This is an optimization exercise on Yosys and OpenROAD, whose aim is small area, a short achievable clock period and few clock cycles per item, not a production implementation.
RTL that was checked went through simulation tests only; none was proved equivalent to the original.

## gf2m_fu
module gf2m_fu (
    input  wire        clk,
    input  wire        rst,         
    input  wire        in_valid,
    output wire        in_ready,
    input  wire [2:0]  in_op,       
    input  wire [2:0]  in_pset,     
    input  wire [31:0] in_a,
    input  wire [31:0] in_b,
    output wire        out_valid,
    input  wire        out_ready,
    output wire [31:0] out_res,
    output wire [2:0]  out_err      
);
    localparam OP_ADD = 3'd1, OP_MUL = 3'd2, OP_SQ = 3'd3,
               OP_SQ4 = 3'd4, OP_INV = 3'd5, OP_DIV = 3'd6;
    localparam ERR_NONE = 3'd0, ERR_ILL = 3'd1, ERR_CFG = 3'd2, ERR_DOM = 3'd6;
    localparam KD_ERR = 3'd0, KD_ADD = 3'd1, KD_SQ = 3'd2, KD_SQ4 = 3'd3,
               KD_INV = 3'd4, KD_DIV = 3'd5, KD_MUL = 3'd6;
    function [12:0] sq1_12;
        input [12:0] x;
        begin
            sq1_12[0] = x[0] ^ x[6];
            sq1_12[1] = x[11];
            sq1_12[2] = x[1] ^ x[7];
            sq1_12[3] = x[6];
            sq1_12[4] = x[2] ^ x[8] ^ x[11];
            sq1_12[5] = x[7];
            sq1_12[6] = x[3] ^ x[9];
            sq1_12[7] = x[8];
            sq1_12[8] = x[4] ^ x[10];
            sq1_12[9] = x[9];
            sq1_12[10] = x[5] ^ x[11];
            sq1_12[11] = x[10];
            sq1_12[12] = 1'b0;
        end
    endfunction
    function [12:0] sq3_12;
        input [12:0] x;
        begin
            sq3_12[0] = x[0] ^ x[3];
            sq3_12[1] = x[5] ^ x[11];
            sq3_12[2] = x[4];
            sq3_12[3] = x[6] ^ x[9];
            sq3_12[4] = x[2];
            sq3_12[5] = x[4] ^ x[10];
            sq3_12[6] = x[3];
            sq3_12[7] = x[2] ^ x[5] ^ x[8];
            sq3_12[8] = x[1] ^ x[4] ^ x[10];
            sq3_12[9] = x[9];
  ...
Size: roughly 980 cells after synthesis, about 73 flip-flops, ~110 I/O pins, about 7800 um2 of cells after synthesis.
Settings: LEC_CHECK=0, CAP_MARGIN=20, CORE_MARGIN=2, CORE_UTILIZATION=40, CTS_BUF_LIST=sky130_fd_sc_hd__clkbuf_4 sky130_fd_sc_hd__clkbuf_8, PLACE_DENSITY=0.6, SETUP_SLACK_MARGIN=3.0, SLEW_MARGIN=20; clock period 7.0 ns.
standard.sh (not shown) runs the stock make flow with config.mk's settings and CLKGATE_MAP_FILE= SYNTH_SCRIPT=/design/flow/synth_recipe.tcl, a recipe that flattens the netlist after the stock synthesis.
==> flow/flow/run.sh <==
#!/bin/bash
# The standard layout, with two changes:
# - the port buffers are the smallest buffer cell (sky130_fd_sc_hd__buf_1)
#   instead of the delay cell buffer_ports picks by default;
# - the 3-input XOR/XNOR cells are kept out of synthesis and repair (added to
#   the platform's don't-use list), so the GF(2) XOR trees map to 2-input
#   cells, which are smaller and faster here.
set -euo pipefail
export BUFFER_PORTS_ARGS="-buffer_cell sky130_fd_sc_hd__buf_1"
DONT_USE="sky130_fd_sc_hd__probe_p_8 sky130_fd_sc_hd__probec_p_8 sky130_fd_sc_hd__lpflow_bleeder_1 sky130_fd_sc_hd__lpflow_clkbufkapwr_1 sky130_fd_sc_hd__lpflow_clkbufkapwr_16 sky130_fd_sc_hd__lpflow_clkbufkapwr_2 sky130_fd_sc_hd__lpflow_clkbufkapwr_4 sky130_fd_sc_hd__lpflow_clkbufkapwr_8 sky130_fd_sc_hd__lpflow_clkinvkapwr_1 sky130_fd_sc_hd__lpflow_clkinvkapwr_16 sky130_fd_sc_hd__lpflow_clkinvkapwr_2 sky130_fd_sc_hd__lpflow_clkinvkapwr_4 sky130_fd_sc_hd__lpflow_clkinvkapwr_8 sky130_fd_sc_hd__lpflow_decapkapwr_12 sky130_fd_sc_hd__lpflow_decapkapwr_3 sky130_fd_sc_hd__lpflow_decapkapwr_4 sky130_fd_sc_hd__lpflow_decapkapwr_6 sky130_fd_sc_hd__lpflow_decapkapwr_8 sky130_fd_sc_hd__lpflow_inputiso0n_1 sky130_fd_sc_hd__lpflow_inputiso0p_1 sky130_fd_sc_hd__lpflow_inputiso1n_1 sky130_fd_sc_hd__lpflow_inputiso1p_1 sky130_fd_sc_hd__lpflow_inputisolatch_1 sky130_fd_sc_hd__lpflow_isobufsrc_1 sky130_fd_sc_hd__lpflow_isobufsrc_16 sky130_fd_sc_hd__lpflow_isobufsrc_2 sky130_fd_sc_hd__lpflow_isobufsrc_4 sky130_fd_sc_hd__lpflow_isobufsrc_8 sky130_fd_sc_hd__lpflow_isobufsrckapwr_16 sky130_fd_sc_hd__lpflow_lsbuf_lh_hl_isowell_tap_1 sky130_fd_sc_hd__lpflow_lsbuf_lh_hl_isowell_tap_2 sky130_fd_sc_hd__lpflow_lsbuf_lh_hl_isowell_tap_4 sky130_fd_sc_hd__lpflow_lsbuf_lh_isowell_4 sky130_fd_sc_hd__lpflow_lsbuf_lh_isowell_tap_1 sky130_fd_sc_hd__lpflow_lsbuf_lh_isowell_tap_2 sky130_fd_sc_hd__lpflow_lsbuf_lh_isowell_tap_4 sky130_fd_sc_hd__xor3_1 sky130_fd_sc_hd__xor3_2 sky130_fd_sc_hd__xor3_4 sky130_fd_sc_hd__xnor3_1 sky130_fd_sc_hd__xnor3_2 sky130_fd_sc_hd__xnor3_4"
bash standard.sh "DONT_USE_CELLS=$DONT_USE" finish > standard_make.log 2>&1
The baseline passed the timing, design-rule and antenna checks.
Edit:
--- a/flow/design.v
+++ b/flow/design.v
@@ -161,29 +161,29 @@
             OP_SQ:          dec_kind = KD_SQ;
             OP_SQ4:         dec_kind = KD_SQ4;
             OP_INV:         dec_kind = KD_INV;
             OP_DIV:         dec_kind = KD_DIV;
             default:        dec_kind = KD_ERR;
         endcase
         if (dec_cfg) dec_kind = KD_ERR;
     end
     wire [1:0] dec_code = dec_ill ? 2'd1 : dec_cfg ? 2'd2 : dec_dom ? 2'd3 : 2'd0;
     wire [12:0] acc_in = (in_op == OP_DIV) ? in_b[12:0] :
                          (in_op == OP_ADD) ? (in_a[12:0] ^ in_b[12:0]) : in_a[12:0];
-    localparam X_ID = 0, X_S1 = 1, X_S3 = 2, X_SB = 3;    
+    localparam X_ID = 0, X_S1 = 1, X_S3 = 2, X_S5_12 = 3, X_S7_13 = 4;
     localparam Y_RB = 0, Y_RA = 1, Y_ACC = 2, Y_S1 = 3, Y_ONE = 4;
-    function [9:0] uop;
+    function [10:0] uop;
         input [2:0] kd;
         input       m;
         input [2:0] st;
-        reg   [3:0] xs;
+        reg   [4:0] xs;
         reg   [4:0] ys;
         reg         l;
         reg   [2:0] xk;    
         reg   [2:0] yk;    
         begin
             xk = 3'd1;
             yk = 3'd4;
             l  = 1'b0;
             case (kd)
                 KD_ADD: begin xk = 3'd0; l = 1'b1; end
                 KD_MUL: begin xk = 3'd0; yk = 3'd0; l = 1'b1; end
@@ -203,52 +203,53 @@
                             3'd0:    begin xk = 3'd5; yk = 3'd3; end
                             3'd1:    begin xk = 3'd0; yk = 3'd5; end
                             3'd2:    begin xk = 3'd3; yk = 3'd3; end
                             3'd3:    begin xk = 3'd5; yk = 3'd5; end
                             3'd4:    begin xk = 3'd5; yk = 3'd3; l = (kd == KD_INV); end
                             default: begin xk = 3'd0; yk = 3'd1; l = 1'b1; end
                         endcase
                     end
                 end
                 default: l = 1'b1;
             endcase
-            xs = 4'd0;
+            xs = 5'd0;
             case (xk)
                 3'd0:    xs[X_ID] = 1'b1;
                 3'd1:    xs[X_S1] = 1'b1;
                 3'd3:    xs[X_S3] = 1'b1;
-                default: xs[X_SB] = 1'b1;    
+                3'd5:    xs[X_S5_12] = 1'b1;
+                default: xs[X_S7_13] = 1'b1;
             endcase
             ys = 5'd0;
             case (yk)
                 3'd0:    ys[Y_RB] = 1'b1;
                 3'd1:    ys[Y_RA] = 1'b1;
                 3'd2:    ys[Y_ACC] = 1'b1;
                 3'd3:    ys[Y_S1] = 1'b1;
                 3'd4:    ys[Y_ONE] = 1'b1;
                 default: ys[(kd == KD_DIV) ? Y_RB : Y_RA] = 1'b1;
             endcase
             uop = {l, ys, xs};
         end
     endfunction
-    localparam [9:0] UOP_HOLD = {1'b1, 5'b10000, 4'b0001};
-    reg [3:0] xsel;
+    localparam [10:0] UOP_HOLD = {1'b1, 5'b10000, 5'b00001};
+    reg [4:0] xsel;
     reg [4:0] ysel;
     reg       last;
     wire [12:0] s1 = m13 ? sq1_13(acc) : sq1_12(acc);
     wire [12:0] s3 = m13 ? sq3_13(acc) : sq3_12(acc);
-    wire [12:0] sb = m13 ? sq7_13(acc) : sq5_12(acc);
     wire [12:0] mx = ({13{xsel[X_ID]}}    & acc)
                    | ({13{xsel[X_S1]}}    & s1)
                    | ({13{xsel[X_S3]}}    & s3)
-                   | ({13{xsel[X_SB]}}    & sb);
+                   | ({13{xsel[X_S5_12]}} & sq5_12(acc))
+                   | ({13{xsel[X_S7_13]}} & sq7_13(acc));
     wire [12:0] my = ({13{ysel[Y_ACC]}}   & acc)
                    | ({13{ysel[Y_RA]}}    & ra)
                    | ({13{ysel[Y_RB]}}    & rb)
                    | ({13{ysel[Y_S1]}}    & s1)
                    | {12'd0, ysel[Y_ONE]};
     wire [24:0] p = clmul(mx, my);
     reg  [24:0] r13;
     reg  [22:0] r12;
     integer k;
     always @(*) begin
         r13 = p;
- design area fell by 2.7%
- sequential share of layout area increases by 0.86 points
- via count shrinks by 4.1%
- setup slack gets better by 33 ps
- utilization went up by 0.27 points
- fmax increases by 0.86%
Testbench counts after the change, summed over its fixed seeds: cycles 20,141, items 8,000.
For the first run of this note, only the layout was checked, not whether the RTL still works.

[afterwards: timing with drivers on the ports]
No port has a modelled driver above. Below, the same layouts with a new extraction and two added sets of constraints. Step 1 assumes that a clkbuf_16 drives the clock port and a buf_2 every other input. Step 2 times the ports against the registers' clock, not the clock port: input delays grow and output delays shrink by t, the midpoint of the rising clock arrivals with the driver on. Slacks: ideal / step 1 / step 2; pairs: ideal / step 1.
run | shift t [ns] | setup WS [ns] | worst register clock-pin slew, ns
the first run | 0.372 | 3.114 / 3.114 / 3.114 | 0.08 / 0.08
the second run | 0.382 | 3.147 / 3.147 / 3.147 | 0.08 / 0.08
After both steps setup and hold are still met in every run listed.
